This is an optimization exercise on Yosys and OpenROAD, whose aim is small area, not a production implementation. RTL that was checked went through simulation tests only; none was proved equivalent to the original. No functional check of the RTL was part of run 4. Power and IR drop assume default switching activity. No driver is modelled on the clock port, so clocking that relies on it looks cheaper here than on a real chip.

--- flow/design.v ---
module gfe #(
    parameter RXMAX = 128
) (
    input  wire        clk,
    input  wire        rst,
    input  wire        cmd_valid,
    output wire        cmd_ready,
    input  wire [23:0] cmd_word,
    output reg         rsp_valid,
    input  wire        rsp_ready,
    output reg  [3:0]  rsp_rc,
    output reg  [15:0] rsp_val,
    output reg  [2:0]  rsp_nout,
    output reg  [39:0] rsp_out
);
    localparam PB = 3;
    localparam NP = 1 << PB;
    localparam SB = 7 - PB;           
    localparam [7:0] OP_NOP     = 8'h00, OP_GET     = 8'h01,
                     OP_CRC_CLR = 8'h10, OP_CRC_PUT = 8'h11,
                     OP_ESC_PUT = 8'h20, OP_UNE_CLR = 8'h21,
                     OP_UNE_PUT = 8'h22, OP_UNE_END = 8'h23,
                     OP_TX_START = 8'h30, OP_TX_PUT = 8'h31,
                     OP_TX_END  = 8'h32, OP_TX_CLR  = 8'h33,
                     OP_RX_CLR  = 8'h40, OP_RX_PUT  = 8'h41,
                     OP_RX_END  = 8'h42, OP_RX_LD   = 8'h43;
    localparam [2:0] ST_FILL = 3'd0, ST_FRAME = 3'd1, ST_ACKD = 3'd2,
                     ST_EMPTY = 3'd3, ST_SHORT = 3'd4, ST_TYPE = 3'd5,
                     ST_CSUM = 3'd6, ST_OVFL = 3'd7;
    localparam [3:0] K_NONE  = 4'd0,    
                     K_GET   = 4'd1,    
                     K_ESC   = 4'd2,    
                     K_TXPUT = 4'd3,    
                     K_BYTE  = 4'd4,    
                     K_TXEND = 4'd5,    
                     K_CRC   = 4'd6,    
                     K_PUT   = 4'd7,    
                     K_READ  = 4'd9,    
                     K_ILL   = 4'd11,   
                     K_SEQ   = 4'd12,   
                     K_RANGE = 4'd13,   
                     K_OVF   = 4'd14,   
                     K_TRAIL = 4'd15;   
    function [15:0] crc_bit;
        input [15:0] r;
        input        x;
        begin
            crc_bit = {r[14:0], x} ^ (r[15] ? 16'h1021 : 16'h0000);
        end
    endfunction
    function in_escset;
        input [7:0] b;
        begin
            in_escset = (b == 8'h0D) || (b == 8'h06) || (b == 8'h1B) ||
                        (b == 8'h80) || (b == 8'h40);
        end
    endfunction
    reg [15:0]  crc;
    reg         unepend;
    reg         txph;
    reg [1:0]   txcnt;
    reg [15:0]  txcrc;
    reg [7:0]   rxlen;
    reg         rxovf;
    reg [2:0]   rxstat;
    reg [7:0]   wp;        
    reg         esc2;      
    reg         sec;       
    reg         cz;        
    reg         l0d;       
    reg         t06;       
    reg         tok;       
    reg [15:0]  dcrc;      
    reg [1023:0] ring;
    reg [6:0]    ph;
    reg         wpend;     
    reg         rpend;     
    reg [3:0]   sc;        
    reg         srun;      
    reg [3:0]   kind;
    reg [7:0]   R;         
    wire busy = wpend || rpend || srun;
    assign cmd_ready = !busy && !rsp_valid;
    wire        accept = cmd_valid && cmd_ready;
    wire [7:0]  opc    = cmd_word[23:16];
    wire [15:0] arg    = cmd_word[15:0];
    wire [7:0]  b      = arg[7:0];
    reg legal;
    always @(*) begin
        case (opc)
            OP_NOP, OP_CRC_CLR, OP_UNE_CLR, OP_UNE_END,
            OP_TX_END, OP_TX_CLR, OP_RX_CLR, OP_RX_END:
                legal = (arg == 16'd0);
            OP_CRC_PUT, OP_ESC_PUT, OP_UNE_PUT, OP_TX_PUT, OP_RX_PUT:
                legal = (arg[15:8] == 8'd0);
            OP_GET:
                legal = (arg <= 16'd10);
            OP_TX_START:
                legal = (arg[15:8] == 8'd0) &&
                        (b == 8'h80 || b == 8'h40 || b == 8'h06);
            OP_RX_LD:
                legal = 1'b1;
            default:
                legal = 1'b0;
        endcase
    end
    wire       frame = (rxstat == ST_FRAME);
    wire [6:0] dlen  = wp[6:0] - 7'd6;      
    always @(*) begin
        case (kind)
            K_ILL:   rsp_rc = 4'd1;
            K_SEQ:   rsp_rc = 4'd2;
            K_RANGE: rsp_rc = 4'd3;
            K_OVF:   rsp_rc = 4'd4;
            K_TRAIL: rsp_rc = 4'd5;
            default: rsp_rc = 4'd0;
        endcase
        case (R[3:0])
            4'd0:    rsp_val = crc;
            4'd1:    rsp_val = {15'd0, unepend};
            4'd2:    rsp_val = {13'd0, txcnt, txph};
            4'd3:    rsp_val = txcrc;
            4'd4:    rsp_val = {8'd0, rxlen};
            4'd5:    rsp_val = {15'd0, rxovf};
            4'd6:    rsp_val = {13'd0, rxstat};
            default: rsp_val = {9'd0, frame ? dlen : 7'd0};
        endcase
        if (kind != K_GET)
            rsp_val = (kind == K_READ) ? {8'd0, R} : 16'd0;
    end
    wire        txe = (kind == K_TXEND);
    wire [7:0]  F   = txe ? txcrc[15:8] : R;
    wire [7:0]  L   = txcrc[7:0];
    wire        eF  = in_escset(F);
    wire        eL  = in_escset(L);
    always @(*) begin
        rsp_out[7:0]   = (kind == K_BYTE) ? R : (eF ? 8'h1B : F);
        rsp_out[15:8]  = eF ? ~F : (eL ? 8'h1B : L);
        rsp_out[23:16] = eF ? (eL ? 8'h1B : L) : (eL ? ~L : 8'h0D);
        rsp_out[31:24] = (eF && eL) ? ~L : 8'h0D;
        rsp_out[39:32] = 8'h0D;
        case (kind)
            K_BYTE:         rsp_nout = 3'd1;
            K_ESC, K_TXPUT: rsp_nout = {1'b0, eF, !eF};
            K_TXEND:        rsp_nout = 3'd3 + eF + eL;
            default:        rsp_nout = 3'd0;
        endcase
    end
    wire [6:0]    tgt  = (kind == K_PUT) ? wp[6:0] : R[6:0];
    wire          at   = (ph[SB-1:0] == tgt[SB-1:0]);
    wire [PB-1:0] port = ph[6:SB] - tgt[6:SB];
    wire          wr   = wpend && at;
    wire          rd   = rpend && at;
    reg [7:0] rdata;
    integer j;
    always @(*) begin
        rdata = 8'd0;
        for (j = 0; j < NP; j = j + 1)
            if (port == j)
                rdata = ring[8*(j << SB) +: 8];
    end
    genvar g;
    generate
        for (g = 0; g < 128; g = g + 1) begin : slot
            wire [7:0] prev = ring[8*((g + 127) % 128) +: 8];
            if (g % (1 << SB) == 0) begin : wport
                always @(posedge clk)
                    ring[8*g +: 8] <= (wr && port == (g >> SB)) ? R : prev;
            end else begin : plain
                always @(posedge clk)
                    ring[8*g +: 8] <= prev;
            end
        end
    endgenerate
    reg [2:0] cls;
    always @(*) begin
        if (sec)
            cls = ST_SHORT;
        else if (t06)
            cls = ST_ACKD;
        else if (!tok)
            cls = ST_TYPE;
        else if (wp + esc2 < 8'd6)
            cls = ST_SHORT;
        else if (!cz)
            cls = ST_CSUM;
        else if (!l0d)
            cls = ST_SHORT;
        else
            cls = ST_FRAME;
    end
    wire sbit = !txe && R[~sc[2:0]];
    always @(posedge clk) begin
        if (srun) begin
            sc <= sc + 1'b1;
            case (kind)
                K_CRC:   crc   <= crc_bit(crc, sbit);
                K_PUT:   dcrc  <= crc_bit(dcrc, sbit);
                default: txcrc <= crc_bit(txcrc, sbit);
            endcase
        end
        if (wr)
            wp <= wp + 1'b1;
        if (rd)
            R <= rdata;
        if (accept) begin
            kind <= K_NONE;
            sc   <= 4'd8;
            R    <= b;
            if (!legal) begin
                kind <= K_ILL;
            end else begin
                case (opc)
                    OP_GET: begin
                        kind <= K_GET;
                        if (b[3:0] == 4'd7 || b[3:0] == 4'd8 || b[3:0] == 4'd9) begin
                            R    <= {6'd0, b[3], b[0]};
                            kind <= (b[3:0] == 4'd7 ? (rxstat != ST_FILL && rxlen != 8'd0)
                                                    : frame) ? K_READ : K_NONE;
                        end
                    end
                    OP_CRC_CLR:
                        crc <= 16'd0;
                    OP_CRC_PUT:
                        kind <= K_CRC;
                    OP_ESC_PUT:
                        kind <= K_ESC;
                    OP_UNE_CLR:
                        unepend <= 1'b0;
                    OP_UNE_PUT: begin
                        R <= unepend ? ~b : b;
                        if (unepend) begin
                            unepend <= 1'b0;
                            kind    <= K_BYTE;
                        end else if (b == 8'h1B) begin
                            unepend <= 1'b1;
                        end else begin
                            kind    <= K_BYTE;
                        end
                    end
                    OP_UNE_END: begin
                        unepend <= 1'b0;
                        if (unepend)
                            kind <= K_TRAIL;
                    end
                    OP_TX_START: begin
                        if (txph) begin
                            kind <= K_SEQ;
                        end else begin
                            txcnt <= 2'd0;
                            txcrc <= 16'd0;
                            txph  <= (b != 8'h06);
                            kind  <= K_BYTE;
                        end
                    end
                    OP_TX_PUT: begin
                        if (!txph) begin
                            kind <= K_SEQ;
                        end else begin
                            if (txcnt != 2'd2)
                                txcnt <= txcnt + 2'd1;
                            kind <= K_TXPUT;
                        end
                    end
                    OP_TX_END: begin
                        if (!txph || txcnt != 2'd2) begin
                            kind <= K_SEQ;
                        end else begin
                            txph  <= 1'b0;
                            txcnt <= 2'd0;
                            kind  <= K_TXEND;
                            sc    <= 4'd0;
                        end
                    end
                    OP_TX_CLR: begin
                        txph  <= 1'b0;
                        txcnt <= 2'd0;
                        txcrc <= 16'd0;
                    end
                    OP_RX_CLR: begin
                        rxlen  <= 8'd0;
                        rxovf  <= 1'b0;
                        rxstat <= ST_FILL;
                        wp     <= 8'd0;
                        esc2   <= 1'b0;
                        sec    <= 1'b0;
                        dcrc   <= 16'd0;
                    end
                    OP_RX_PUT: begin
                        if (rxstat != ST_FILL) begin
                            kind <= K_SEQ;
                        end else if (rxlen[7]) begin
                            rxovf <= 1'b1;
                            kind  <= K_OVF;
                        end else begin
                            rxlen <= rxlen + 1'b1;
                            kind  <= K_PUT;
                            R     <= esc2 ? ~b : b;
                            sec   <= esc2;
                            cz    <= (dcrc == 16'd0);
                            l0d   <= (b == 8'h0D);
                            if (rxlen == 8'd0) begin
                                t06 <= (b == 8'h06);
                                tok <= (b == 8'h00 || b == 8'h80 || b == 8'h40);
                            end else begin
                                esc2 <= !esc2 && (b == 8'h1B);
                            end
                        end
                    end
                    OP_RX_END: begin
                        kind <= K_GET;
                        R    <= 8'd6;
                        if (rxstat != ST_FILL)
                            kind   <= K_SEQ;
                        else if (rxovf)
                            rxstat <= ST_OVFL;
                        else if (rxlen == 8'd0)
                            rxstat <= ST_EMPTY;
                        else
                            rxstat <= cls;
                    end
                    OP_RX_LD: begin
                        if (!frame) begin
                            kind <= K_SEQ;
                        end else if (arg[15:7] != 9'd0 || arg[6:0] >= dlen) begin
                            kind <= K_RANGE;
                        end else begin
                            R    <= {1'b0, arg[6:0]} + 8'd4;
                            kind <= K_READ;
                        end
                    end
                    default: ;
                endcase
            end
        end
        if (rst) begin
            ph        <= 7'd0;
            wpend     <= 1'b0;
            rpend     <= 1'b0;
            srun      <= 1'b0;
            rsp_valid <= 1'b0;
        end else begin
            ph <= ph + 1'b1;
            if (rsp_valid && rsp_ready)
                rsp_valid <= 1'b0;
            if (srun && sc == 4'd15) begin
                srun <= 1'b0;
                if (txe)
                    rsp_valid <= 1'b1;
            end
            if (wr)
                wpend <= 1'b0;
            if (rd) begin
                rpend     <= 1'b0;
                rsp_valid <= 1'b1;
            end
            if (accept) begin
                rsp_valid <= 1'b1;
                if (legal) begin
                    case (opc)
                        OP_CRC_PUT:
                            srun <= 1'b1;
                        OP_TX_PUT:
                            srun <= txph;
                        OP_TX_END: begin
                            srun      <= txph && txcnt == 2'd2;
                            rsp_valid <= !(txph && txcnt == 2'd2);
                        end
                        OP_RX_PUT:
                            if (rxstat == ST_FILL && !rxlen[7]) begin
                                wpend <= (rxlen == 8'd0) || esc2 || (b != 8'h1B);
                                srun  <= (rxlen != 8'd0) && (esc2 || (b != 8'h1B));
                            end
                        OP_GET, OP_RX_LD:
                            if (opc == OP_RX_LD ? (frame && arg[15:7] == 9'd0 && arg[6:0] < dlen)
                                : (b[3:0] == 4'd7 ? (rxstat != ST_FILL && rxlen != 8'd0)
                                   : (b[3:0] == 4'd8 || b[3:0] == 4'd9) && frame)) begin
                                rpend     <= 1'b1;
                                rsp_valid <= 1'b0;
                            end
                        default: ;
                    endcase
                end
            end
        end
        if (rst) begin
            crc     <= 16'd0;
            unepend <= 1'b0;
            txph    <= 1'b0;
            txcnt   <= 2'd0;
            txcrc   <= 16'd0;
            rxlen   <= 8'd0;
            rxovf   <= 1'b0;
            rxstat  <= ST_FILL;
            wp      <= 8'd0;
            esc2    <= 1'b0;
            sec     <= 1'b0;
            dcrc    <= 16'd0;
        end
    end
endmodule
--- flow/constraint.sdc ---
create_clock -name core_clock -period 10.0 [get_ports {clk}]
set_input_delay 2.0000 -clock core_clock [delete_from_list [all_inputs] [get_ports {clk}]]
set_output_delay 2.0000 -clock core_clock [all_outputs]
set_load 0.01 [all_outputs]
--- flow/config.mk ---
export PLATFORM = sky130hd
export DESIGN_NAME = gfe
export DESIGN_NICKNAME = gfe
export VERILOG_FILES = /design/flow/design.v
export SDC_FILE = /design/flow/constraint.sdc
export NUM_CORES = 4
export LEC_CHECK = 0
export CAP_MARGIN = 20
export CORE_MARGIN = 2
export CORE_UTILIZATION = 70
export CTS_CLUSTER_DIAMETER = 100
export CTS_CLUSTER_SIZE = 30
export PLACE_DENSITY = 0.75
export SLEW_MARGIN = 20
--- flow/run.sh ---
#!/bin/bash
# synth_recipe.tcl (not shown) runs the flow's synth.tcl, then flattens the netlist and writes it again
# the make line also repeats each setting of config.mk as NAME=value (left out here)
make -C /OpenROAD-flow-scripts/flow DESIGN_CONFIG=/design/flow/config.mk WORK_HOME=/design/flow/orfs CLKGATE_MAP_FILE= SYNTH_SCRIPT=/design/flow/synth_recipe.tcl finish
==> reports/results.ini, run 1 <==
[logic_synthesis]
synthArstFlopShare = 0
synth.distinct_cells = 88
yosys-top-cells-count = dfxtp_1, nand2_1, nor2_1, mux2_2, a21oi_1
synth_edf_count = 20
yosys_register_bits = 1129
postSynthAreaPerCell_um2 = 13.9
netlist_instances = 2123
ys_warn_count = 1
syn_area_um2 = 29400
yosysTopAreaCell = dfxtp_1
synth_area_leaders = dfxtp_1, mux2_2, edfxtp_1, nand2_1, mux2i_1
synth_top_area_frac = 0.755
synthFlopType = dfxtp_1
yosysSeqAreaShare = 0.775
synth.most_common_cell = dfxtp_1

[route]
wirelength_um = 63300
viasPerCell = 5.75
antenna_left = 0
drc_errors = 0
via_count = 15700
drtPass1Iterations = 6
initialDrtViolationCount = 1386
wire_per_inst_um = 23.2

[layout]
utilization = 0.764
instances_no_fill = 2731
drive_above_1_share = 0.0836
area_delta_synth_final_pct = 8.28
num-fill-cells = 2359
nets = 2232

[cts]
cts_root_buf = clkbuf_16
clk_path_buf_depth = 3
post_cts_resized = 0
hold_buffers = 0
cts_buffers = 43
clock-sinks = 1129
cts.reportedPaths.clkPinSlew_ps = 120
cts_tree = done
cts_max_level = 2
post_cts_buffers = 0
clk_latency_ps = 620

[setup_path]
slowest_stage = edfxtp_1
critPathArrivalTime_ps = 4860
required_ps = 8000
crit_chain = nor4bb_4 > buf_4 > mux2_2 > or4_1 > a31o_2 > nand2_2 > ha_1 > a2111oi_0 > a21o_1 > clkdlybuf4s50_1
crit_type = reg2out
endpoint_kind = primary output
worst-path-max-fanout = 19
crit_buf_inv = 2
cp_slowest_stage_delay_ps = 630
startpoint_type = register
cp_top_family = simple AND/OR/NAND/NOR gates

[outcome]
outcome = complete, no violations

[power_and_ir_drop]
leakagePower_nw = 12.4
irDropWorstVdd_mv = 0.250
power.density_nw_per_um2 = 215

[min_path]
hold_class = reg2reg

[timing]
fin_crit_sh = 0.686
hold_viol = 0
clock_skew_ps = 25.6
hold_slack_ps = 322
max_freq_ghz = 0.146
period_needed_ps = 6860
setup_viol = 0
worst_pin_slew_ps = 1130
rsz0062_at_grt = false
relSlewSlack = 0.248
finalWorstSetupSlack_ps = 3140
final.setup.tns_ps = 0
slew_viol_final = 0

[placed_design]
dp_slack_ps = 3830
dpl.hpwl_um = 38600
io_buffers = 83
gp_congestion = 0.926
dp_cells = 2675

[floorplan]
row_count = 75
dieArea_um2 = 43700
start_util = 0.706
core_area_um2 = 41700
fp.dieH_um = 209
die_w_um = 209
ioPinCount = 93

[global_route]
grt.total_usage = 0.294
grt_max_degree = 32
antenna_found_initial = 0
grt_first_pass_wirelength_um = 96800
first_global_vias = 15900
grt.overflow.total = 0

[flow_run]
drv_cap = 0

==> final timing paths <==
kind	end	from	cells past startpoint	slack (ps)
max	rsp_nout[0]	kind[1]	10	3140
min	ring[998]	ring[990]	0	320
max reg2reg	ring[643]	kind[1]	9	5640
min reg2reg	ring[998]	ring[990]	0	320
==> cells in the final DEF, fill, tap and decap left out, types with 17 or more instances in the layout <==
cell / Yosys / final
dfxtp_1: 1109 / 1109
nand2_1: 137 / 137
nor2_1: 108 / 108
clkdlybuf4s50_1: 0 / 83
mux2_2: 75 / 75
a21oi_1: 69 / 69
clkbuf_16: 0 / 44
mux2i_1: 41 / 41
o21ai_0: 38 / 37
nor3_1: 30 / 30
xnor2_1: 28 / 27
nand3_1: 26 / 26
inv_1: 25 / 25
nor2b_1: 22 / 22
ha_1: 22 / 22
edfxtp_1: 20 / 20
nand4_1: 17 / 17
buf_4: 10 / 17
==> metal layers <==
| metal | global-route usage | wire length, um | up-vias |
|---|---|---|---|
| li1 | - | - | 7228 |
| met5 | 0 | 0 | - |
| met2 | 0.494 | 30600 | 616 |
| met1 | 0.388 | 26500 | 7670 |
| met3 | 0.0449 | 3550 | 185 |
| met4 | 0.117 | 2680 | 0 |
==> state kept, by name, summed over array words and instances, names as in the netlist, 2 cells and up <==
register	cells
rxstat	3
ph	7
sc	4
rxlen	8
txcnt	2
ring	1024
txcrc	16
wp	8
crc	16
kind	4
dcrc	16
R	8
==> cell type report <==
| class | instances | area [um^2] | share of cell area |
|---|---|---|---|
| flip-flops and latches | 1129 | 22800 | 0.716 |
| multi-input cells | 881 | 6140 | 0.193 |
| repair buffers | 100 | 958 | 0.0301 |
| inverters | 26 | 97.6 | 0.00306 |
| clock buffers | 50 | 1120 | 0.0353 |
| clock inverters | 2 | 41.3 | 0.00130 |
| well taps | 539 | 674 | 0.0212 |
| diodes | 4 | 10.0 | 0.000314 |
==> metrics by stage <==
step	cell area, um^2	total power [mW]
after floorplan	29400	4.75
after global placement	30700	4.83
after detailed placement	30700	4.84
after CTS	31800	6.87
after global routing	31800	7.01
final	31800	6.86
==> cell families (layout without fill, tap and decap cells) <==
| group | count (synthesis) | count (layout) | synth area share |
|---|---|---|---|
| AO/OA/AOI/OAI | 235 | 235 | 0.0540 |
| other | 2 | 13 | 0.000255 |
| multiplexers | 129 | 129 | 0.0526 |
| AND/OR/NAND/NOR | 448 | 448 | 0.0782 |
| buffers and inverters | 120 | 178 | 0.0185 |
| adder cells (fa/ha/maj) | 23 | 23 | 0.0100 |
| XOR/XNOR | 37 | 37 | 0.0110 |
| flip-flops | 1129 | 1129 | 0.775 |
==> worst reg2reg max path, stage by stage, from the launching register on <==
cell,delay (ps)
edfxtp_1,690
nand4b_4,310
nand2_1,150
nand2_1,70
ha_1,190
fa_1,480
buf_4,460
nor2b_1,770
nand3_2,680
mux2_2,480
==> power breakdown <==
| group | switching [mW] | leakage [nW] | internal, mW |
|---|---|---|---|
| combinational | 0.141 | 2.70 | 0.0739 |
| sequential | 0.0156 | 9.11 | 4.51 |
| clock | 1.30 | 0.567 | 0.815 |
| total | 1.45 | 12.4 | 5.40 |
==> run 2, diff against run 1 <==
--- a/flow/config.mk
+++ b/flow/config.mk
@@ -7,8 +7,8 @@
 export LEC_CHECK = 0
 export CAP_MARGIN = 20
 export CORE_MARGIN = 2
-export CORE_UTILIZATION = 70
+export CORE_UTILIZATION = 60
 export CTS_CLUSTER_DIAMETER = 100
 export CTS_CLUSTER_SIZE = 30
-export PLACE_DENSITY = 0.75
+export PLACE_DENSITY = 0.65
 export SLEW_MARGIN = 20
==> run 2 against run 1 <==
Against the previous run: hold slack improved by 3.1 ps; clock-buffer cell count fell by 2; wire length fell by 12%; highest routed layer is now met5; maximum frequency fell by 0.98%; via count fell by 4.4%.
==> reports/results.ini, run 2 <==
[route]
drc_errors = 0  ; unchanged
initialDrtViolationCount = 1104  ; -20%
via_count = 15000  ; -4.4%
wirelength_um = 55400  ; -12%
wire_per_inst_um = 19.7  ; -15%
drtPass1Iterations = 7  ; +1
antenna_left = 0  ; unchanged
viasPerCell = 5.33  ; -7.3%

[timing]
relSlewSlack = 0.301  ; +0.0531
period_needed_ps = 6930  ; +67.6 ps
max_freq_ghz = 0.144  ; -0.98%
rsz0062_at_grt = false
final.setup.tns_ps = 0  ; unchanged
worst_pin_slew_ps = 1050  ; -79.7 ps
setup_viol = 0  ; unchanged
clock_skew_ps = 22.4  ; -3.19 ps
slew_viol_final = 0  ; unchanged
fin_crit_sh = 0.693  ; +0.00676
hold_viol = 0  ; unchanged

[logic_synthesis]
yosysSeqAreaShare = 0.775  ; unchanged
synth_area_leaders = dfxtp_1, mux2_2, edfxtp_1, nand2_1, mux2i_1
yosys_register_bits = 1129  ; unchanged
ys_warn_count = 1  ; unchanged
postSynthAreaPerCell_um2 = 13.9  ; unchanged
syn_area_um2 = 29400  ; unchanged
synth.distinct_cells = 88  ; unchanged
synth_edf_count = 20  ; unchanged
netlist_instances = 2123  ; unchanged
synthFlopType = dfxtp_1
synth_top_area_frac = 0.755  ; unchanged
synthArstFlopShare = 0  ; unchanged
yosysTopAreaCell = dfxtp_1
synth.most_common_cell = dfxtp_1
yosys-top-cells-count = dfxtp_1, nand2_1, nor2_1, mux2_2, a21oi_1

[global_route]
grt.overflow.total = 0  ; unchanged
antenna_found_initial = 4  ; +4
first_global_vias = 14500  ; -8.5%
grt.total_usage = 0.219  ; -0.0755
grt_max_degree = 32  ; unchanged
grt_first_pass_wirelength_um = 84800  ; -12%

[floorplan]
core_area_um2 = 48600  ; +17%
start_util = 0.605  ; -0.101
ioPinCount = 93  ; unchanged
row_count = 81  ; +8.0%
die_w_um = 225  ; +7.9%
dieArea_um2 = 50800  ; +16%
fp.dieH_um = 225  ; +7.9%

[placed_design]
dpl.hpwl_um = 35300  ; -8.4%
io_buffers = 83  ; unchanged
gp_congestion = 0.906  ; -2.2%
placed_cell_area_um2 = 30800  ; +0.40%

[layout]
drive_above_1_share = 0.0871  ; +0.00342
multi_input_area_um2 = 6130  ; -0.16%
utilization = 0.658  ; -0.106
regMostFlops = ring
layout_commonest_cell = dfxtp_1
area_delta_synth_final_pct = 8.90
final_cell_mix = dfxtp_1, nand2_1, nor2_1
largest_reg_flops = 1024  ; unchanged
stdcell_area_um2 = 32000  ; +0.58%
area.sequential_um2 = 22800  ; unchanged
num-fill-cells = 3464  ; +47%
nets = 2236  ; +0.18%

[setup_path]
startpoint_type = register
rr_endpoint = ring[647]
required_ps = 8000  ; about the same
regToRegSetupSlack_ps = 5890  ; +250 ps
endpoint_kind = primary output
rr_worst_depth = 9  ; unchanged
crit_type = reg2out
r2r-start = kind[1]
critPathArrivalTime_ps = 4930  ; +70 ps
crit_path_start = kind[1]
worst-path-max-fanout = 19  ; unchanged
endpoint = rsp_nout[0]

[power_and_ir_drop]
total_power_mw = 6.84  ; -0.16%
pwr-share-clk = 0.308  ; about the same
p_seq_frac = 0.662  ; about the same
p_switching_mw = 1.43  ; -1.7%
internal-power_mw = 5.42  ; +0.25%
leakagePower_nw = 12.4  ; +0.40%
swShare = 0.209  ; -0.00322
power.density_nw_per_um2 = 214  ; -0.73%
pwr-share-comb = 0.030  ; about the same
irDropWorstVdd_mv = 0.171  ; -31%

[cts]
hold_buffers = 0  ; unchanged
post_cts_buffers = 0  ; unchanged
post_cts_resized = 0  ; unchanged
cts.reportedPaths.clkPinSlew_ps = 120  ; about the same
cts_tree = done
cts_max_level = 2  ; unchanged
clk_path_buf_depth = 3  ; unchanged
cts_buffers = 44  ; +2.3%
cts_root_buf = clkbuf_16
clock-sinks = 1129  ; unchanged
clk_latency_ps = 620  ; about the same

[outcome]
outcome = complete, no violations

[min_path]
hold_class = reg2reg

[flow_run]
drv_cap = 0  ; unchanged

[run 2: cell counts after synthesis]
Identical to the previous run, type by type.
[run 2: critical path: stages (launching register included)]
cell and delay, ps:
edfxtp_1 620, nor4bb_4 340, buf_4 320, mux2_2 440
or4_1 560, a31o_2 300, nand2_2 250, ha_1 290
a2111oi_0 520, a21o_1 140, clkdlybuf4s50_1 530
[run 2: worst min-delay path by stage]
stage / from / to / depth (start not counted)
global route: ring[608] / ring[616] / 0
detailed placement: ring[340] / ring[348] / 0
finish: ring[452] / ring[460] / 0
CTS: ring[461] / ring[469] / 0
global placement: ring[498] / ring[506] / 0
floorplan: ring[992] / ring[1000] / 0
[run 2: kinds of logic after synthesis]
family	Yosys count	synth area share
flops	1129	0.775
mux	129	0.0526
buf+inv	120	0.0185
fa+ha+maj	23	0.0100
other cells	2	0.000255
simple gates	448	0.0782
compound gates	235	0.0540
xor+xnor	37	0.0110
[run 2: through the flow]
stage	instances	hold slack [ps]	setup WS, ps
global placement	2760	310	3720
global route	2816	336	2750
CTS	2815	328	3060
floorplan	2130	310	4730
detailed placement	2760	312	3760
finish	2817	325	3070
[run 2: area by class of cell]
type	instances	area share
clock buffer	48	0.0348
antenna	1	0.0000781
clock inverter	7	0.00363
inverter	26	0.00305
tap	622	0.0243
timing repair buffer	103	0.0309
multi-input combinational	881	0.191
sequential	1129	0.712
[run 2: metal layers]
metal / up-vias / global-route usage / wire length [um]
met1: 7274 / 0.315 / 26200
li1: 7240 / - / -
met4: 6 / 0.0656 / 1400
met3: 91 / 0.0306 / 2600
met5: - / 0 / 43
met2: 400 / 0.347 / 25200
[run 2: power groups by stage]
stage | clock [mW] | combinational (mW) | sequential (mW)
after floorplan | 0 | 0.131 | 4.62
after global placement | 0 | 0.204 | 4.63
after detailed placement | 0 | 0.206 | 4.63
after CTS | 2.16 | 0.207 | 4.53
after global routing | 2.30 | 0.221 | 4.53
final | 2.11 | 0.207 | 4.53
==> run 3, diff against run 2 <==
==> flow/flow/run.sh (new file) <==
#!/bin/bash
set -euo pipefail
export BUFFER_PORTS_ARGS="-buffer_cell sky130_fd_sc_hd__buf_1"
export CTS_ARGS="-sink_clustering_enable -repair_clock_nets -dont_use_dummy_load -sink_clustering_size 30 -sink_clustering_max_diameter 100"
bash standard.sh > standard.log 2>&1
==> flow/standard.sh (new file) <==
#!/bin/bash
# synth_recipe.tcl (not shown) runs the flow's synth.tcl, then flattens the netlist and writes it again
# the make line also repeats each setting of config.mk as NAME=value (left out here)
make -C /OpenROAD-flow-scripts/flow DESIGN_CONFIG=/design/flow/config.mk WORK_HOME=/design/flow/orfs CLKGATE_MAP_FILE= SYNTH_SCRIPT=/design/flow/synth_recipe.tcl "${@:-finish}"
--- a/flow/config.mk
+++ b/flow/config.mk
@@ -7,8 +7,6 @@
 export LEC_CHECK = 0
 export CAP_MARGIN = 20
 export CORE_MARGIN = 2
-export CORE_UTILIZATION = 60
-export CTS_CLUSTER_DIAMETER = 100
-export CTS_CLUSTER_SIZE = 30
-export PLACE_DENSITY = 0.65
+export CORE_UTILIZATION = 70
+export PLACE_DENSITY = 0.75
 export SLEW_MARGIN = 20
removed: flow/run.sh
==> run 3 against run 2 <==
Against the previous run: critical path type unchanged; combinational power fell by 3%; critical path depth is the same; still clean on timing, DRC and antenna; first-iteration DRC count up 33%; sequential cell count unchanged; register-to-register slack lost 230 ps.
==> reports/results.ini, run 3 <==
[floorplan]
fp.dieH_um = 209  ; -7.3%
core_area_um2 = 41700  ; -14%
start_util = 0.706  ; +0.101
die_w_um = 209  ; -7.3%
ioPinCount = 93  ; unchanged
row_count = 75  ; -7.4%
dieArea_um2 = 43700  ; -14%

[global_route]
grt.total_usage = 0.292  ; +0.0731
grt_max_degree = 31  ; -3.1%
grt.overflow.total = 0  ; unchanged
antenna_found_initial = 1  ; -3
grt_first_pass_wirelength_um = 95600  ; +13%
first_global_vias = 15600  ; +7.8%

[route]
viasPerCell = 5.73  ; +7.5%
via_count = 15600  ; +3.7%
wire_per_inst_um = 23.3  ; +18%
wirelength_um = 63300  ; +14%
antenna_left = 0  ; unchanged
drc_errors = 0  ; unchanged
drtPass1Iterations = 8  ; +1
initialDrtViolationCount = 1468  ; +33%

[setup_path]
crit_type = reg2out
endpoint_kind = primary output
worst-path-max-fanout = 19  ; unchanged
critPathArrivalTime_ps = 4430  ; -500 ps
startpoint_type = register
cp_slowest_stage_delay_ps = 630  ; about the same
crit_buf_inv = 2  ; unchanged
crit_chain = nor4bb_4 > buf_4 > mux2_2 > or4_1 > a31o_2 > nand2_2 > ha_1 > a2111oi_0 > a21o_1 > buf_1
cp_top_family = simple AND/OR/NAND/NOR gates
slowest_stage = edfxtp_1
required_ps = 8000  ; about the same

[logic_synthesis]
yosysTopAreaCell = dfxtp_1
synth_edf_count = 20  ; unchanged
synthFlopType = dfxtp_1
yosys_register_bits = 1129  ; unchanged
synth.distinct_cells = 88  ; unchanged
synth.most_common_cell = dfxtp_1
ys_warn_count = 1  ; unchanged
synth_top_area_frac = 0.755  ; unchanged
yosys-top-cells-count = dfxtp_1, nand2_1, nor2_1, mux2_2, a21oi_1
netlist_instances = 2123  ; unchanged
synthArstFlopShare = 0  ; unchanged
yosysSeqAreaShare = 0.775  ; unchanged
synth_area_leaders = dfxtp_1, mux2_2, edfxtp_1, nand2_1, mux2i_1
postSynthAreaPerCell_um2 = 13.9  ; unchanged
syn_area_um2 = 29400  ; unchanged

[timing]
period_needed_ps = 6430  ; -497 ps
fin_crit_sh = 0.643  ; -0.0497
clock_skew_ps = 70.3  ; +47.9 ps
setup_viol = 0  ; unchanged
max_freq_ghz = 0.155  ; +7.7%
hold_viol = 0  ; unchanged
rsz0062_at_grt = false
slew_viol_final = 0  ; unchanged
final.setup.tns_ps = 0  ; unchanged
worst_pin_slew_ps = 850  ; -198 ps
relSlewSlack = 0.432  ; +0.131

[placed_design]
dpl.hpwl_um = 37800  ; +7.0%
dp_cells = 2675  ; -3.1%
gp_congestion = 0.926  ; +2.2%
io_buffers = 83  ; unchanged

[cts]
clock-sinks = 1129  ; unchanged
post_cts_resized = 0  ; unchanged
cts_tree = done
cts_root_buf = clkbuf_16
cts_max_level = 2  ; unchanged
cts.reportedPaths.clkPinSlew_ps = 120  ; about the same
post_cts_buffers = 0  ; unchanged
clk_latency_ps = 610  ; about the same
clk_path_buf_depth = 3  ; unchanged
cts_buffers = 43  ; -2.3%
hold_buffers = 0  ; unchanged

[layout]
area_delta_synth_final_pct = 6.24
drive_above_1_share = 0.0830  ; -0.00403
final_cell_mix = dfxtp_1, nand2_1, nor2_1
nets = 2233  ; -0.13%
instances_no_fill = 2719  ; -3.5%
regMostFlops = ring
num-fill-cells = 2334  ; -33%
largest_reg_flops = 1024  ; unchanged
diodes = 0  ; -1
layout_commonest_cell = dfxtp_1

[power_and_ir_drop]
irDropWorstVdd_mv = 0.211  ; +23%
total_power_mw = 6.78  ; -1.0%
leakagePower_nw = 12.1  ; -2.3%
power.density_nw_per_um2 = 217  ; +1.5%

[flow_run]
drv_cap = 0  ; unchanged

[min_path]
hold_class = reg2reg

[outcome]
outcome = complete, no violations

==> run 3: per-layer routing <==
| metal | vias to the layer above | track usage | part of all wire |
|---|---|---|---|
| met5 | - | 0 | 0.00014 |
| met4 | 2 | 0.132 | 0.046 |
| met3 | 188 | 0.0403 | 0.054 |
| met2 | 638 | 0.486 | 0.48 |
| met1 | 7522 | 0.385 | 0.42 |
| li1 | 7221 | - | - |
==> run 3: power by group <==
group          internal [mW]  switching [mW]
sequential              4.51          0.0162
combinational         0.0599           0.140
clock                  0.780            1.26
==> run 3: layout make-up <==
cell class              instances  area (um^2)  area share
flip-flops and latches       1129        22800       0.730
multi-input cells             881         6140       0.197
clock buffers                  43         1080      0.0344
well taps                     539          674      0.0216
repair buffers                101          450      0.0144
inverters                      26         97.6     0.00312
==> run 3: per-stage QoR <==
| step | hold WS, ps | setup WS [ps] | utilization | area [um^2] |
|---|---|---|---|---|
| 2_1_floorplan | 310 | 4730 | - | 29400 |
| 5_1_grt | 301 | 3290 | 0.750 | 31200 |
| 6_report | 291 | 3570 | 0.750 | 31200 |
| 3_5_place_dp | 312 | 4190 | 0.723 | 30100 |
| 4_1_cts | 286 | 3570 | 0.749 | 31200 |
| 3_3_place_gp | 310 | 4240 | 0.723 | 30100 |
==> run 3: logic make-up after synthesis <==
family	share of synthesized area
DFF	0.775
other	0.000255
adders and majority gates	0.0100
buffers and inverters	0.0185
muxes	0.0526
AOI/OAI and AO/OA	0.0540
xor gates and xnor gates	0.0110
and+or+nand+nor	0.0782
==> run 3: worst paths after layout <==
check,start,to,slack (ps),depth (start not counted)
worst max-delay path,kind[1],rsp_nout[0],3570,10
worst min-delay path,ring[652],ring[660],290,0
worst max register to register,kind[1],ring[645],5660,9
worst min register to register,ring[652],ring[660],290,0
==> run 3: worst register-to-register path, cell delays in order (launching register included) <==
cell and delay [ps]:
edfxtp_1 700, nand4b_4 310, nand2_1 150, nand2_1 70, ha_1 190, fa_1 470
buf_4 470, nor2b_1 730, nand3_2 690, mux2_2 500
==> run 4, diff against run 3 <==
--- a/flow/design.v
+++ b/flow/design.v
@@ -13,9 +13,6 @@
     output reg  [2:0]  rsp_nout,
     output reg  [39:0] rsp_out
 );
-    localparam PB = 3;
-    localparam NP = 1 << PB;
-    localparam SB = 7 - PB;           
     localparam [7:0] OP_NOP     = 8'h00, OP_GET     = 8'h01,
                      OP_CRC_CLR = 8'h10, OP_CRC_PUT = 8'h11,
                      OP_ESC_PUT = 8'h20, OP_UNE_CLR = 8'h21,
@@ -71,7 +68,6 @@
     reg         t06;       
     reg         tok;       
     reg [15:0]  dcrc;      
-    reg [1023:0] ring;
     reg [6:0]    ph;
     reg         wpend;     
     reg         rpend;     
@@ -80,6 +76,8 @@
     reg [3:0]   kind;
     reg [7:0]   R;         
     wire busy = wpend || rpend || srun;
+    wire wfull = wp[7] || (wp[6:2] == 5'b11111 && wp[1:0] != 2'b00);
+    wire wskip;
     assign cmd_ready = !busy && !rsp_valid;
     wire        accept = cmd_valid && cmd_ready;
     wire [7:0]  opc    = cmd_word[23:16];
@@ -146,32 +144,38 @@
             default:        rsp_nout = 3'd0;
         endcase
     end
-    wire [6:0]    tgt  = (kind == K_PUT) ? wp[6:0] : R[6:0];
-    wire          at   = (ph[SB-1:0] == tgt[SB-1:0]);
-    wire [PB-1:0] port = ph[6:SB] - tgt[6:SB];
-    wire          wr   = wpend && at;
-    wire          rd   = rpend && at;
+    localparam NS = 125;
+    wire [6:0] tgt  = (kind == K_PUT) ? wp[6:0] : R[6:0];
+    wire [7:0] d0   = {1'b0, ph} - {1'b0, tgt};
+    wire [6:0] pdist = d0[7] ? d0[6:0] + 7'd125 : d0[6:0];    
+    wire       at   = (pdist[3:0] == 4'd0);
+    wire [2:0] port = pdist[6:4];
+    wire       wr   = wpend && at;
+    wire       rd   = rpend && at;
+    reg [8*NS-1:0] ring;
     reg [7:0] rdata;
     integer j;
     always @(*) begin
         rdata = 8'd0;
-        for (j = 0; j < NP; j = j + 1)
+        for (j = 0; j < 8; j = j + 1)
             if (port == j)
-                rdata = ring[8*(j << SB) +: 8];
+                rdata = ring[8*(16*j) +: 8];
     end
     genvar g;
     generate
-        for (g = 0; g < 128; g = g + 1) begin : slot
-            wire [7:0] prev = ring[8*((g + 127) % 128) +: 8];
-            if (g % (1 << SB) == 0) begin : wport
+        for (g = 0; g < NS; g = g + 1) begin : slot
+            wire [7:0] prev = ring[8*((g + NS - 1) % NS) +: 8];
+            if (g % 16 == 0) begin : wport
                 always @(posedge clk)
-                    ring[8*g +: 8] <= (wr && port == (g >> SB)) ? R : prev;
+                    ring[8*g +: 8] <= (wr && port == (g / 16)) ? R : prev;
             end else begin : plain
                 always @(posedge clk)
                     ring[8*g +: 8] <= prev;
             end
         end
     endgenerate
+    assign wskip = accept && legal && opc == OP_RX_PUT && rxstat == ST_FILL &&
+                   !rxlen[7] && rxlen != 8'd0 && (esc2 || b != 8'h1B) && wfull;
     reg [2:0] cls;
     always @(*) begin
         if (sec)
@@ -199,7 +203,7 @@
                 default: txcrc <= crc_bit(txcrc, sbit);
             endcase
         end
-        if (wr)
+        if (wr || wskip)
             wp <= wp + 1'b1;
         if (rd)
             R <= rdata;
@@ -340,7 +344,7 @@
             srun      <= 1'b0;
             rsp_valid <= 1'b0;
         end else begin
-            ph <= ph + 1'b1;
+            ph <= (ph == 7'd124) ? 7'd0 : ph + 1'b1;
             if (rsp_valid && rsp_ready)
                 rsp_valid <= 1'b0;
             if (srun && sc == 4'd15) begin
@@ -368,7 +372,7 @@
                         end
                         OP_RX_PUT:
                             if (rxstat == ST_FILL && !rxlen[7]) begin
-                                wpend <= (rxlen == 8'd0) || esc2 || (b != 8'h1B);
+                                wpend <= ((rxlen == 8'd0) || esc2 || (b != 8'h1B)) && !wfull;
                                 srun  <= (rxlen != 8'd0) && (esc2 || (b != 8'h1B));
                             end
                         OP_GET, OP_RX_LD:
==> flow/flow/run.sh (replaced) <==
#!/bin/bash
set -euo pipefail
export BUFFER_PORTS_ARGS="-buffer_cell sky130_fd_sc_hd__buf_1"
export CTS_ARGS="-sink_clustering_enable -repair_clock_nets -dont_use_dummy_load -sink_clustering_size 28 -sink_clustering_max_diameter 50"
bash standard.sh > standard.log 2>&1
==> run 4 against run 3 <==
Against the previous run: critical endpoint is now rsp_nout[1]; highest routed layer is now met4; maximum frequency rose by 0.89%; final cell count rose by 2.3%; sequential cell count fell by 24.
==> reports/results.ini, run 4 <==
[logic_synthesis]
synth.distinct_cells = 93  ; +5.7%
yosysSeqAreaShare = 0.761  ; -0.0143
synth.most_common_cell = dfxtp_1
synth_area_leaders = dfxtp_1, mux2_2, nand2_1, edfxtp_1, a21oi_1
synth_top_area_frac = 0.741  ; -0.0144
postSynthAreaPerCell_um2 = 13.5  ; -2.8%
netlist_instances = 2179  ; +2.6%
synthArstFlopShare = 0  ; unchanged
synthFlopType = dfxtp_1
synth_edf_count = 20  ; unchanged
yosys-top-cells-count = dfxtp_1, nand2_1, a21oi_1, nor2_1, mux2_2
yosysTopAreaCell = dfxtp_1
syn_area_um2 = 29300  ; -0.26%
ys_warn_count = 1  ; unchanged
yosys_register_bits = 1105  ; -2.1%

[placed_design]
io_buffers = 83  ; unchanged
dpl.hpwl_um = 39600  ; +4.9%
gp_congestion = 0.915  ; -1.2%
dp_cells = 2720  ; +1.7%

[timing]
final.setup.tns_ps = 0  ; unchanged
setup_viol = 0  ; unchanged
period_needed_ps = 6370  ; -56.9 ps
clock_skew_ps = 149  ; +78.4 ps
worst_pin_slew_ps = 1180  ; +335 ps
rsz0062_at_grt = false
max_freq_ghz = 0.157  ; +0.89%
relSlewSlack = 0.204  ; -0.228
hold_viol = 0  ; unchanged
slew_viol_final = 0  ; unchanged
fin_crit_sh = 0.637  ; -0.00569

[setup_path]
critPathArrivalTime_ps = 4370  ; -60 ps
r2r-start = kind[3]
endpoint_kind = primary output
startpoint_type = register
regToRegSetupSlack_ps = 4620  ; -1040 ps
rr_worst_depth = 14  ; +5
crit_type = reg2out
rr_endpoint = ring[903]
required_ps = 8000  ; about the same
worst-path-max-fanout = 21  ; +2

[min_path]
hold_class = reg2reg
hold_end = ring[31]
min_from = ring[23]
min_delay_path_depth = 0  ; unchanged

[floorplan]
dieArea_um2 = 43600  ; -0.26%
fp.dieH_um = 209  ; -0.13%
core_area_um2 = 41100  ; -1.3%
row_count = 74  ; -1.3%
die_w_um = 209  ; -0.13%
start_util = 0.714  ; +0.00765
ioPinCount = 93  ; unchanged

[cts]
post_cts_resized = 0  ; unchanged
cts_tree = done
clk_latency_ps = 690  ; +80 ps
cts_max_level = 2  ; unchanged
hold_buffers = 0  ; unchanged
clock-sinks = 1105  ; -2.1%
clk_path_buf_depth = 3  ; unchanged
cts.reportedPaths.clkPinSlew_ps = 120  ; about the same
cts_buffers = 55  ; +28%
cts_root_buf = clkbuf_16
post_cts_buffers = 0  ; unchanged

[global_route]
grt_max_degree = 29  ; -6.5%
antenna_found_initial = 7  ; +6
first_global_vias = 16400  ; +5.1%
grt.total_usage = 0.307  ; +0.0147
grt.overflow.total = 0  ; unchanged
grt_first_pass_wirelength_um = 101000  ; +5.5%

[route]
viasPerCell = 5.91  ; +3.2%
antenna_left = 0  ; unchanged
wirelength_um = 66800  ; +5.6%
wire_per_inst_um = 24.0  ; +3.2%
via_count = 16400  ; +5.6%
drc_errors = 0  ; unchanged
drtPass1Iterations = 8  ; unchanged
initialDrtViolationCount = 1766  ; +20%

[layout]
instances_no_fill = 2782  ; +2.3%
regMostFlops = ring
largest_reg_flops = 1000  ; -2.3%
drive_above_1_share = 0.0869  ; +0.00391
area_delta_synth_final_pct = 7.25
layout_commonest_cell = dfxtp_1
final_cell_mix = dfxtp_1, nand2_1, a21oi_1
nets = 2305  ; +3.2%

[outcome]
outcome = complete, no violations

[power_and_ir_drop]
irDropWorstVdd_mv = 0.231  ; +9.1%
power.density_nw_per_um2 = 223  ; +3.0%
leakagePower_nw = 11.9  ; -1.6%

[flow_run]
drv_cap = 0  ; unchanged

-- run 4: cell types whose count changed in the layout (fill, tap and decap cells not counted), sizes merged, moves of 9 or more --
| cell | change |
|---|---|
| nor2 | -22 |
| inv | +13 |
| ha | +9 |
| nand2 | +22 |
| dfxtp | -24 |
| nand3 | +12 |
| clkbuf | +12 |
| o21ai | +27 |
| a21oi | +35 |
| mux2i | -16 |
| nand4 | -10 |
-- run 4: final cells by class --
| type | count | area (um^2) |
|---|---|---|
| sequential | 1105 | 22300 |
| inverter | 39 | 146 |
| multi-input combinational | 947 | 6510 |
| fill | 2285 | 9650 |
| tap | 532 | 666 |
| timing repair buffer | 97 | 422 |
| antenna | 7 | 17.5 |
| clock buffer | 55 | 1380 |
-- run 4: worst max-delay path by stage --
stage	start	endpoint	slack [ps]	cells after the start
6_report	kind[1]	rsp_nout[1]	3630	11
5_1_grt	kind[1]	rsp_nout[1]	3330	11
4_1_cts	kind[1]	rsp_nout[1]	3690	11
3_5_place_dp	cmd_word[16]	R[4]	4200	9
3_3_place_gp	kind[3]	rsp_nout[1]	4470	11
2_1_floorplan	kind[2]	rsp_nout[1]	5300	13
-- run 4: through the flow --
stage | setup slack [ps] | total power, mW | hold WS [ps] | cell area (um^2) | util
detailed placement | 4200 | 4.83 | 312 | 30100 | 0.731
finish | 3630 | 7.03 | 248 | 31500 | 0.765
floorplan | 5300 | 4.74 | 310 | 29400 | -
global route | 3330 | 7.20 | 256 | 31500 | 0.765
CTS | 3690 | 7.03 | 254 | 31400 | 0.765
global placement | 4470 | 4.82 | 310 | 30000 | 0.731
-- run 4: power breakdown --
group | total, mW | switching [mW] | internal, mW
Clock | 2.29 | 1.31 | 0.978
Sequential | 4.44 | 0.0183 | 4.42
Combinational | 0.305 | 0.213 | 0.0923
-- run 4: cells by family (layout without fill, tap and decap cells) --
group           after synthesis  after routing  synth area share
flops                      1105           1105             0.761
simple gates                456            456            0.0790
compound gates              307            307            0.0690
buf+inv                     134            191            0.0193
mux                         112            112            0.0481
fa+ha+maj                    32             32            0.0139
xor+xnor                     31             31           0.00951
other cells                   2             16          0.000256
-- run 4: metal layers --
metal	vias to the layer above	part of all wire	GRT usage
met5	-	0	0
met4	0	0.047	0.154
met3	195	0.065	0.0487
met2	826	0.47	0.497
met1	7943	0.42	0.405
li1	7478	-	-
-- run 4: critical path, stage by stage (launching register included) --
cell and delay [ps]:
edfxtp_1 530, and4bb_1 710, mux2i_1 560, or3_1 190
a211oi_1 70, o2111ai_1 450, o21ai_2 220, inv_2 330
ha_1 250, nand3_1 80, a21oi_1 220, buf_1 180
==> run 5, diff against run 4 <==
--- a/flow/design.v
+++ b/flow/design.v
@@ -68,7 +68,9 @@
     reg         t06;       
     reg         tok;       
     reg [15:0]  dcrc;      
-    reg [6:0]    ph;
+    localparam NS = 125;
+    reg [8*NS-1:0] ring;
+    reg [6:0]      ph;
     reg         wpend;     
     reg         rpend;     
     reg [3:0]   sc;        
@@ -76,8 +78,6 @@
     reg [3:0]   kind;
     reg [7:0]   R;         
     wire busy = wpend || rpend || srun;
-    wire wfull = wp[7] || (wp[6:2] == 5'b11111 && wp[1:0] != 2'b00);
-    wire wskip;
     assign cmd_ready = !busy && !rsp_valid;
     wire        accept = cmd_valid && cmd_ready;
     wire [7:0]  opc    = cmd_word[23:16];
@@ -144,38 +144,16 @@
             default:        rsp_nout = 3'd0;
         endcase
     end
-    localparam NS = 125;
-    wire [6:0] tgt  = (kind == K_PUT) ? wp[6:0] : R[6:0];
-    wire [7:0] d0   = {1'b0, ph} - {1'b0, tgt};
-    wire [6:0] pdist = d0[7] ? d0[6:0] + 7'd125 : d0[6:0];    
-    wire       at   = (pdist[3:0] == 4'd0);
-    wire [2:0] port = pdist[6:4];
-    wire       wr   = wpend && at;
-    wire       rd   = rpend && at;
-    reg [8*NS-1:0] ring;
-    reg [7:0] rdata;
-    integer j;
-    always @(*) begin
-        rdata = 8'd0;
-        for (j = 0; j < 8; j = j + 1)
-            if (port == j)
-                rdata = ring[8*(16*j) +: 8];
-    end
-    genvar g;
-    generate
-        for (g = 0; g < NS; g = g + 1) begin : slot
-            wire [7:0] prev = ring[8*((g + NS - 1) % NS) +: 8];
-            if (g % 16 == 0) begin : wport
-                always @(posedge clk)
-                    ring[8*g +: 8] <= (wr && port == (g / 16)) ? R : prev;
-            end else begin : plain
-                always @(posedge clk)
-                    ring[8*g +: 8] <= prev;
-            end
-        end
-    endgenerate
-    assign wskip = accept && legal && opc == OP_RX_PUT && rxstat == ST_FILL &&
-                   !rxlen[7] && rxlen != 8'd0 && (esc2 || b != 8'h1B) && wfull;
+    wire [6:0] tgt   = (kind == K_PUT) ? wp[6:0] : R[6:0];
+    wire       at    = (ph == tgt);
+    wire       wr    = wpend && at;
+    wire       rd    = rpend && at;
+    wire [7:0] rdata = ring[8*NS-1 -: 8];
+    always @(posedge clk)
+        ring <= {ring[8*NS-9:0], wr ? R : rdata};
+    wire wfull = wp[7] || (wp[6:2] == 5'b11111 && wp[1:0] != 2'b00);
+    wire wskip = accept && legal && opc == OP_RX_PUT && rxstat == ST_FILL &&
+                 !rxlen[7] && rxlen != 8'd0 && (esc2 || b != 8'h1B) && wfull;
     reg [2:0] cls;
     always @(*) begin
         if (sec)
@@ -218,7 +196,7 @@
                     OP_GET: begin
                         kind <= K_GET;
                         if (b[3:0] == 4'd7 || b[3:0] == 4'd8 || b[3:0] == 4'd9) begin
-                            R    <= {6'd0, b[3], b[0]};
+                            R    <= {6'd0, b[3], b[0]} - 8'd1;    
                             kind <= (b[3:0] == 4'd7 ? (rxstat != ST_FILL && rxlen != 8'd0)
                                                     : frame) ? K_READ : K_NONE;
                         end
@@ -329,7 +307,7 @@
                         end else if (arg[15:7] != 9'd0 || arg[6:0] >= dlen) begin
                             kind <= K_RANGE;
                         end else begin
-                            R    <= {1'b0, arg[6:0]} + 8'd4;
+                            R    <= {1'b0, arg[6:0]} + 8'd3;
                             kind <= K_READ;
                         end
                     end
@@ -344,7 +322,7 @@
             srun      <= 1'b0;
             rsp_valid <= 1'b0;
         end else begin
-            ph <= (ph == 7'd124) ? 7'd0 : ph + 1'b1;
+            ph <= (ph >= 7'd111) ? ph - 7'd111 : ph + 7'd14;
             if (rsp_valid && rsp_ready)
                 rsp_valid <= 1'b0;
             if (srun && sc == 4'd15) begin
==> flow/flow/run.sh (replaced) <==
#!/bin/bash
set -euo pipefail
export BUFFER_PORTS_ARGS="-buffer_cell sky130_fd_sc_hd__buf_1"
export CTS_ARGS="-sink_clustering_enable -repair_clock_nets -dont_use_dummy_load -sink_clustering_size 28 -sink_clustering_max_diameter 60"
bash standard.sh > standard.log 2>&1
==> run 5 against run 4 <==
Against the previous run: clock power shrank 4%; register-to-register slack gained 1100 ps; wire length shrank 10%; combinational power shrank 55%; still clean.
==> reports/results.ini, run 5 <==
[cts]
clk_path_buf_depth = 3  ; unchanged
post_cts_resized = 0  ; unchanged
cts_root_buf = clkbuf_16
cts_tree = done
post_cts_buffers = 0  ; unchanged
cts.reportedPaths.clkPinSlew_ps = 110  ; about the same
clock-sinks = 1105  ; unchanged
hold_buffers = 0  ; unchanged
cts_max_level = 2  ; unchanged
cts_buffers = 51  ; -7.3%
clk_latency_ps = 630  ; -60 ps

[global_route]
grt_max_degree = 29  ; unchanged
first_global_vias = 15500  ; -5.9%
antenna_found_initial = 4  ; -3
grt_first_pass_wirelength_um = 92500  ; -8.3%
grt.total_usage = 0.294  ; -0.0129
grt.overflow.total = 0  ; unchanged

[placed_design]
dpl.hpwl_um = 34900  ; -12%
placed_cell_area_um2 = 28700  ; -4.5%
io_buffers = 83  ; unchanged
gp_congestion = 0.907  ; -0.80%

[logic_synthesis]
syn_area_um2 = 28000  ; -4.5%
synth_area_leaders = dfxtp_1, edfxtp_1, nand2_1, nor2_1, a21oi_1
yosys.area_share.simple = 0.0747  ; -0.00421
netlist_instances = 2016  ; -7.5%
synth_edf_count = 20  ; unchanged
yosys_register_bits = 1105  ; unchanged
synthArstFlopShare = 0  ; unchanged
yosysSeqAreaShare = 0.797  ; +0.0361
synth.most_common_cell = dfxtp_1
postSynthAreaPerCell_um2 = 13.9  ; +3.2%
synthAdderAreaFrac = 0.0115  ; -0.00238
yosysTopAreaCell = dfxtp_1
synth_top_family_by_area = simple AND/OR/NAND/NOR gates
ys_warn_count = 1  ; unchanged
yosys-top-cells-count = dfxtp_1, nand2_1, nor2_1, a21oi_1, o21ai_0
synth-xor-area-share = 0.0106  ; +0.00112
synthFlopType = dfxtp_1
synth_top_area_frac = 0.776  ; +0.0351
synth-compound-area-share = 0.0656  ; -0.00339
synth.distinct_cells = 92  ; -1.1%
synthMuxAreaShare = 0.0214  ; -0.0266

[route]
drtPass1Iterations = 6  ; -2
wirelength_um = 59800  ; -10%
initialDrtViolationCount = 1476  ; -16%
antenna_left = 0  ; unchanged
viasPerCell = 5.78  ; -2.3%
wire_per_inst_um = 22.9  ; -4.6%
via_count = 15100  ; -8.2%
drc_errors = 0  ; unchanged

[setup_path]
worst-path-max-fanout = 12  ; -43%
critPathArrivalTime_ps = 4800  ; +430 ps
endpoint_kind = primary output
cp_slowest_stage_delay_ps = 740  ; +30 ps
crit_type = reg2out
slowest_stage = a211oi_1
required_ps = 8000  ; about the same
crit_path_start = kind[1]
r2r-start = wp[3]
crit_chain = nor4bb_4 > buf_4 > mux2i_1 > nand2_1 > a2bb2oi_1 > a211oi_1 > or2_1 > inv_2 > o41ai_1 > buf_1
startpoint_type = register

[timing]
worst_pin_slew_ps = 1100  ; -89.2 ps
final.setup.tns_ps = 0  ; unchanged
slew_viol_final = 0  ; unchanged
period_needed_ps = 6800  ; +426 ps
clock_skew_ps = 88.0  ; -60.8 ps
relSlewSlack = 0.266  ; +0.0620
fin_crit_sh = 0.680  ; +0.0426
setup_viol = 0  ; unchanged
hold_viol = 0  ; unchanged
max_freq_ghz = 0.147  ; -6.3%
rsz0062_at_grt = false

[power_and_ir_drop]
p_switching_mw = 1.40  ; -9.1%
swShare = 0.206  ; -0.0126
total_power_mw = 6.78  ; -3.6%
power.density_nw_per_um2 = 226  ; +1.1%
pwr-share-comb = 0.020  ; -0.023
irDropWorstVdd_mv = 0.232  ; +0.42%
p_seq_frac = 0.655  ; +0.023
leakagePower_nw = 11.6  ; -2.8%
pwr-share-clk = 0.325  ; about the same
internal-power_mw = 5.38  ; -2.0%

[layout]
area_delta_synth_final_pct = 7.13
stdcell_area_um2 = 30000  ; -4.6%
area.sequential_um2 = 22300  ; unchanged
largest_reg_flops = 1000  ; unchanged
regMostFlops = ring
multi_input_area_um2 = 5230  ; -20%
nets = 2141  ; -7.1%
final_cell_mix = dfxtp_1, nand2_1, nor2_1
num-fill-cells = 2252  ; -1.4%
drive_above_1_share = 0.0561  ; -0.0308
layout_commonest_cell = dfxtp_1

[floorplan]
core_area_um2 = 39600  ; -3.6%
dieArea_um2 = 41600  ; -4.4%
start_util = 0.706  ; -0.00705
row_count = 73  ; -1.4%
die_w_um = 204  ; -2.2%
ioPinCount = 93  ; unchanged
fp.dieH_um = 204  ; -2.2%

[min_path]
min_from = ring[11]
hold_class = reg2reg

[outcome]
outcome = complete, no violations

[flow_run]
drv_cap = 0  ; unchanged

==> run 5: cell types whose count changed in the layout (fill, tap and decap cells not counted), sizes merged, moves of 7 or more <==
cell and delta:
inv -11, mux4 -14, o21ai -7, nand2 -46
nor3 -16, nand2b -11, mux2 -57, nand3 -18
mux2i +14, a31oi +15, nor2 +28, a21oi -27
==> run 5: cells by family after synthesis <==
logic type / Yosys count
buf+inv: 112
fa+ha+maj: 26
mux: 55
flops: 1105
simple gates: 409
xor+xnor: 34
compound gates: 273
other cells: 2
==> run 5: area by class of cell <==
class                      instances  area share
antenna                            1   0.0000834
tap                              525      0.0219
sequential                      1105       0.744
clock buffer                      51      0.0425
inverter                          29     0.00363
multi-input combinational        806       0.174
timing repair buffer              95      0.0135
==> run 5: stage by stage <==
stage | worst slack [ps] | hold WS [ps] | instances | utilization
after floorplan | 5440 | 310 | 2023 | -
after global placement | 3940 | 311 | 2559 | 0.724
after detailed placement | 3860 | 312 | 2559 | 0.724
after CTS | 3230 | 256 | 2610 | 0.756
after global routing | 2810 | 261 | 2611 | 0.757
final | 3200 | 270 | 2612 | 0.757
==> run 5: critical path: cells and delay by family (launching register included) <==
kind / cells / cell delay, ps
compound gates: 3 / 1250
simple gates: 3 / 1200
buf+inv: 3 / 720
flops: 1 / 550
mux: 1 / 490
==> run 5: power by group through the flow <==
stage / combinational [mW] / clock (mW) / sequential, mW
after floorplan: 0.0992 / 0 / 4.53
final: 0.138 / 2.20 / 4.44
after global placement: 0.124 / 0 / 4.54
after detailed placement: 0.130 / 0 / 4.54
after global routing: 0.148 / 2.36 / 4.44
after CTS: 0.134 / 2.23 / 4.44
==> run 5: path summary, 6_finish.rpt <==
| path | slack (ps) | depth (start not counted) | end |
|---|---|---|---|
| setup / recovery | 3200 | 10 | rsp_nout[1] |
| hold / removal | 270 | 0 | ring[19] |
| setup reg to reg | 5730 | 12 | R[7] |
| hold reg to reg | 270 | 0 | ring[19] |
==> run 5: metal layers <==
metal  vias up  share of wire  GRT usage
met5         -        0.00048          0
met1      7341           0.40      0.377
met4         4          0.041      0.109
met2       688           0.49      0.493
li1       6857              -          -
met3       199          0.071     0.0630
==> run 6, diff against run 5 <==
==> flow/flow/run.sh (replaced) <==
#!/bin/bash
set -euo pipefail
export BUFFER_PORTS_ARGS="-buffer_cell sky130_fd_sc_hd__buf_1"
export CTS_ARGS="-sink_clustering_enable -repair_clock_nets -dont_use_dummy_load -sink_clustering_size 30 -sink_clustering_max_diameter 100"
bash standard.sh > standard.log 2>&1
==> run 6 against run 5 <==
Against the previous run: still clean on timing, DRC and antenna; synthesized cell count did not move; critical path depth rose by 1; wire length fell by 3.5%; core utilization fell by 0.60 points; area after synthesis did not move; final area fell by 0.80%; critical endpoint is now rsp_nout[2]; largest cell class unchanged.
==> reports/results.ini, run 6 <==
[cts]
post_cts_buffers = 0  ; unchanged
post_cts_resized = 0  ; unchanged
hold_buffers = 0  ; unchanged
cts_max_level = 2  ; unchanged
cts_root_buf = clkbuf_16
cts_buffers = 42  ; -18%
cts_tree = done
cts.reportedPaths.clkPinSlew_ps = 110  ; about the same
clk_path_buf_depth = 3  ; unchanged
clk_latency_ps = 610  ; -20 ps
clock-sinks = 1105  ; unchanged

[route]
drtPass1Iterations = 7  ; +1
via_count = 14600  ; -3.5%
viasPerCell = 5.60  ; -3.1%
wirelength_um = 57700  ; -3.5%
drc_errors = 0  ; unchanged
wire_per_inst_um = 22.2  ; -3.1%
antenna_left = 0  ; unchanged
initialDrtViolationCount = 1319  ; -11%

[logic_synthesis]
yosysSeqAreaShare = 0.797  ; unchanged
synth_top_family_by_area = simple AND/OR/NAND/NOR gates
synth-xor-area-share = 0.0106  ; unchanged
syn_area_um2 = 28000  ; unchanged
synth_edf_count = 20  ; unchanged
synth.most_common_cell = dfxtp_1
synthArstFlopShare = 0  ; unchanged
yosys-top-cells-count = dfxtp_1, nand2_1, nor2_1, a21oi_1, o21ai_0
synth_area_leaders = dfxtp_1, edfxtp_1, nand2_1, nor2_1, a21oi_1
ys_warn_count = 1  ; unchanged
yosys_register_bits = 1105  ; unchanged
netlist_instances = 2016  ; unchanged
synth.distinct_cells = 92  ; unchanged
synthMuxAreaShare = 0.0214  ; unchanged
synth_top_area_frac = 0.776  ; unchanged
synthAdderAreaFrac = 0.0115  ; unchanged
postSynthAreaPerCell_um2 = 13.9  ; unchanged
synthFlopType = dfxtp_1
yosysTopAreaCell = dfxtp_1
yosys.area_share.simple = 0.0747  ; unchanged
synth-compound-area-share = 0.0656  ; unchanged

[global_route]
grt_util_met3 = 0.0534  ; -0.00957
grt.overflow.total = 0  ; unchanged
first_global_vias = 15000  ; -3.2%
grtUsageMet1 = 0.368  ; -0.00917
grtUsageMet2 = 0.486  ; -0.00777
grt.busiest_layer = met2
grt_max_degree = 31  ; +6.9%
grt.total_usage = 0.283  ; -0.0112
antenna_found_initial = 2  ; -2
grt_first_pass_wirelength_um = 89200  ; -3.6%

[placed_design]
io_buffers = 83  ; unchanged
gp_congestion = 0.907  ; unchanged
dpl.hpwl_um = 34900  ; unchanged
dp_slack_ps = 3860  ; unchanged

[power_and_ir_drop]
leakagePower_nw = 11.5  ; -1.0%
total_power_mw = 6.57  ; -3.0%
irDropWorstVdd_mv = 0.210  ; -9.3%
power.density_nw_per_um2 = 221  ; -2.3%

[layout]
diodes = 0  ; -1
drive_above_1_share = 0.0515  ; -0.00455
nets = 2131  ; -0.47%
final_cell_mix = dfxtp_1, nand2_1, nor2_1
regMostFlops = ring
layout_commonest_cell = dfxtp_1
area_delta_synth_final_pct = 6.27
num-fill-cells = 2299  ; +2.1%
largest_reg_flops = 1000  ; unchanged

[setup_path]
critPathArrivalTime_ps = 4800  ; about the same
rr_worst_depth = 12  ; unchanged
worst-path-max-fanout = 12  ; unchanged
crit_type = reg2out
startpoint_type = register
endpoint_kind = primary output
required_ps = 8000  ; about the same

[timing]
worst_pin_slew_ps = 1100  ; +2.40 ps
final.setup.tns_ps = 0  ; unchanged
slew_viol_final = 0  ; unchanged
clock_skew_ps = 71.4  ; -16.6 ps
setup_viol = 0  ; unchanged
rsz0062_at_grt = false
fin_crit_sh = 0.680  ; about the same
hold_slack_ps = 289  ; +19.0 ps
finalWorstSetupSlack_ps = 3200  ; +4.11 ps
hold_viol = 0  ; unchanged
max_freq_ghz = 0.147  ; about the same
period_needed_ps = 6800  ; -4.11 ps
relSlewSlack = 0.268  ; +0.00171

[floorplan]
core_area_um2 = 39600  ; unchanged
die_w_um = 204  ; unchanged
ioPinCount = 93  ; unchanged
fp.dieH_um = 204  ; unchanged
start_util = 0.706  ; unchanged
dieArea_um2 = 41600  ; unchanged
row_count = 73  ; unchanged

[min_path]
min_delay_path_depth = 0  ; unchanged
hold_class = reg2reg

[outcome]
outcome = complete, no violations

[flow_run]
drv_cap = 0  ; unchanged

[run 6: changes by cell type in the layout (fill, tap and decap cells not counted), sizes merged]
cell    delta
diode      -1
buf        -1
clkbuf     -9
[run 6: cell families after synthesis]
family | after synthesis
flops | 1105
simple gates | 409
compound gates | 273
buf+inv | 112
mux | 55
xor+xnor | 34
fa+ha+maj | 26
other cells | 2
[run 6: critical path, cell delays in order (launching register included)]
cell	delay, ps
edfxtp_1	570
nor4bb_4	690
buf_4	290
mux2i_1	500
nand2_1	100
a2bb2oi_1	140
a211oi_1	730
or2_1	420
inv_2	210
ha_1	250
nor2b_1	150
buf_1	170
[run 6: layout make-up]
cell class	instances	area, um^2	share of cell area
sequential	1105	22300	0.750
multi-input combinational	806	5230	0.176
clock buffer	42	1050	0.0353
tap	525	657	0.0221
timing repair buffer	94	394	0.0132
inverter	29	109	0.00366
[run 6: worst paths after layout]
| kind | startpoint | end | slack (ps) |
|---|---|---|---|
| min | ring[31] | ring[39] | 290 |
| min reg2reg | ring[31] | ring[39] | 290 |
| max | kind[1] | rsp_nout[2] | 3200 |
| max reg2reg | wp[3] | R[7] | 5950 |
[run 6: power breakdown]
group          switching [mW]  internal, mW
Clock                    1.23         0.763
Combinational          0.0901        0.0463
Sequential             0.0189          4.42
[run 6: routing by layer]
layer,vias up,part of all wire
met3,130,0.066
met1,7037,0.41
li1,6824,-
met4,2,0.030
met2,573,0.49
met5,-,0.00019
[run 6: through the flow]
stage / utilization / cell area, um^2 / cells
after floorplan: - / 28000 / 2023
after global placement: 0.724 / 28700 / 2559
after detailed placement: 0.724 / 28700 / 2559
after CTS: 0.750 / 29700 / 2601
after global routing: 0.751 / 29800 / 2601
final: 0.751 / 29800 / 2601

[port drivers added, routing unchanged]
How much do the figures lean on ideal ports? The routed layouts below were timed once more, with nothing changed but the port constraints.
Step 1 sets driving cells, clkbuf_16 on the clock port and buf_2 on the other inputs (assumed; they add their load-dependent delay and slew).
Step 2 adds t to the input delays and takes it off the output delays; t is the mean of the earliest and latest rising clock arrival at the registers after step 1. Input paths then give back, and output paths get back, about the clock's delay inside the block.
Slacks: ideal ports / drivers / drivers and shift; pairs: ideal ports / drivers.
run	t, ns	slack for setup (ns)	pins driven straight from the clock port
run 1	0.670	3.139 / 3.080 / 3.742	1
run 2	0.665	3.072 / 3.012 / 3.678	1
run 3	0.637	3.569 / 3.509 / 4.146	1
run 4	0.674	3.625 / 3.567 / 3.812	1
run 5	0.643	3.200 / 3.143 / 3.787	1
run 6	0.640	3.204 / 3.145 / 3.785	1
After both steps setup and hold are still met in every run listed.
